What follows belongs to an exercise in optimizing a design on an open flow for small area, a short achievable clock period and few clock cycles per item; a production flow would make more cautious choices. The RTL was checked by simulation tests, not by an equivalence proof against the original design. Power is estimated from default activity; no workload was simulated.

## run 1
// hann_dft64
module hann_dft64 (
    input  wire               clk,
    input  wire               rst,
    input  wire               in_valid,
    output wire               in_ready,
    input  wire signed [15:0] in_data,
    output wire               out_valid,
    input  wire               out_ready,
    output wire signed [23:0] out_re,
    output wire signed [23:0] out_im
);
For scale: roughly 18000 cells after synthesis, about 5000 flip-flops, about 70 I/O pins.
clock: 12.0 ns
lec_check: 0
cap_margin: 20
core_margin: 2
core_utilization: 35
place_density: 0.45
slew_margin: 20
run.sh (not shown) runs the stock make flow with config.mk's settings and CLKGATE_MAP_FILE= SYNTH_SCRIPT=/design/flow/synth_recipe.tcl, a recipe that flattens the netlist after the stock synthesis.
Having completed the whole flow, run 1 delivered a layout that passed the timing, design-rule and antenna checks.
Testbench counts of run 1, summed over its fixed seeds: cycles 3,536, frames 48.
For run 2, these inputs were changed with respect to run 1:
==> flow/flow/run.sh (new file) <==
#!/bin/bash
# The standard layout (standard.sh), in two calls:
#  1. the standard synthesis, unchanged;
#  2. the rest of the ORFS flow with
#     - a larger setup margin for repair_timing, so that the optimiser also
#       works on paths that already meet the 12 ns clock,
#     - cell resizing not limited to cells of the same footprint,
#     - the slow delay buffer clkdlybuf4s50_1 not used (so the port buffers
#       that buffer_ports inserts are ordinary buffers).
# The SDC, clock period and all constraints are the standard flow's own.
set -euo pipefail
export SETUP_SLACK_MARGIN=7.5
bash standard.sh synth > flow_synth.log 2>&1
export DONT_USE_CELLS="sky130_fd_sc_hd__clkdlybuf4s50_1"
bash standard.sh MATCH_CELL_FOOTPRINT=0 finish > flow_layout.log 2>&1
==> flow/standard.sh (new file) <==
#!/bin/bash
# synth_recipe.tcl (not shown) runs the flow's synth.tcl, then flattens the netlist and writes it again
# the make line also repeats each setting of config.mk as NAME=value (left out here)
make -C /OpenROAD-flow-scripts/flow DESIGN_CONFIG=/design/flow/config.mk WORK_HOME=/design/flow/orfs CLKGATE_MAP_FILE= SYNTH_SCRIPT=/design/flow/synth_recipe.tcl "${@:-finish}"
removed: flow/run.sh
[summary]
The depth of the worst register-to-register path reported for run 2 is greater than that of run 1 by 2.
Run 2 vs. run 1: area growth from synthesis to final layout saw an increase; via count higher.
Diff run 2..run 1 | power dissipated in combinational cells | negligible

## exp/tundra
hann_dft64 again, from the RTL that the note above started with.
export LEC_CHECK = 0
export CAP_MARGIN = 20
export CORE_MARGIN = 2
export CORE_UTILIZATION = 55
export PLACE_DENSITY = 0.65
export SLEW_MARGIN = 20
create_clock -name core_clock -period 12.0 [get_ports {clk}]
standard.sh (not shown) runs the stock make flow with config.mk's settings and CLKGATE_MAP_FILE= SYNTH_SCRIPT=/design/flow/synth_recipe.tcl, a recipe that flattens the netlist after the stock synthesis.
==> flow/flow/run.sh <==
#!/bin/bash
# The standard layout (standard.sh: the standard synthesis and ORFS flow,
# unchanged), with a larger setup margin for ORFS's repair_timing so that the
# optimiser also works on paths that already meet the 12 ns clock.  The SDC,
# clock period and all constraints are the standard flow's own.
set -euo pipefail
export SETUP_SLACK_MARGIN=7.5
bash standard.sh > standard_flow.log 2>&1
exp/tundra: done, clean on timing, DRC and antenna
Testbench counts of exp/tundra, summed over its fixed seeds: cycles 3,536, frames 48.
Input-level comparison between exp/sierra and exp/tundra:
Settings: PLACE_DENSITY changed from 0.65 to 0.45; CORE_UTILIZATION changed from 55 to 35.
-- flow/flow/run.sh --
<<< exp/tundra, line 7
export SETUP_SLACK_MARGIN=7.5
>>> exp/sierra, line 7
export SETUP_SLACK_MARGIN=9
==> notes.md <==
exp/sierra | status: complete | timing, DRC, antenna: pass
For the global-route wire length before repair, exp/sierra came in 14% higher than exp/tundra did.
Number of hold buffers added after CTS came out exactly the same in exp/tundra and exp/sierra.
exp/tundra → exp/sierra: total power divided by cell area has remained practically unchanged; count of clock-buffer cells in the layout has increased; HPWL after detailed placement has increased.
exp/sierra vs exp/tundra: part of the power in combinational logic up in exp/sierra
exp/sierra vs. exp/tundra: aggregate global-route resource usage went down by 9.1 points.
Compared with exp/tundra, exp/sierra is hungrier on power.
Inserted tap cell count delta for exp/sierra relative to exp/tundra: about 60% higher
What exp/raven does differently from exp/sierra at the input level:
-- flow/flow/run.sh --
<<< exp/sierra, line 7
export SETUP_SLACK_MARGIN=9
>>> exp/raven, line 7
export SETUP_SLACK_MARGIN=7.5
--- outcome ---
In exp/raven, the number of detailed-routing iterations run before antenna repair came out 1 below the value in exp/sierra. Taking exp/sierra as the reference, in exp/raven via count went down 4752, switching power summed over all nets went down 7.1%, global-route usage went down 0.73 points, total power consumption of the routed design went down 5.4%. For placed standard-cell area, exp/raven and exp/sierra come out practically identical. Diff exp/raven and exp/sierra: synthesis-to-finish area growth higher in exp/sierra. Worst hold margin: exp/raven > exp/sierra. Lower time the final worst path needs with I/O delays and setup goes to exp/sierra over exp/raven. In exp/raven, the fraction of met1 tracks used by global routing came out 1.1 points below the value in exp/sierra.

-- static timing again, ports no longer ideal --
Ports are ideal in the flow. The routed layouts listed here were re-timed in OpenROAD.
Step 1, drivers: a clkbuf_16 drives clk and a buf_2 each remaining input, both assumed.
Step 2 times the ports against the registers' clock, not the clock port: input delays grow and output delays shrink by t, the midpoint of the rising clock arrivals with the driver on.
Slacks: ideal ports / drivers / drivers and shift; pairs: ideal ports / drivers.
run	shift t [ns]	slack for setup (ns)	hold WS [ns]	slew at the worst register clock pin (ns)
run 1	1.214	6.195 / 6.195 / 6.195	0.323 / 0.323 / 0.323	0.07 / 0.07
run 2	1.211	7.587 / 7.488 / 6.585	0.314 / 0.314 / 0.314	0.07 / 0.07
exp/tundra	1.161	7.520 / 7.393 / 6.594	0.294 / 0.294 / 0.294	0.07 / 0.07
exp/sierra	1.222	7.729 / 7.659 / 7.729	0.279 / 0.279 / 0.279	0.07 / 0.07
exp/raven	1.215	7.548 / 7.422 / 6.331	0.320 / 0.320 / 0.320	0.07 / 0.07
After both steps every run listed still meets setup and hold. For exp/raven, which loses most, drivers alone change the setup slack by -0.126 ns; drivers and shift together by -1.217 ns.
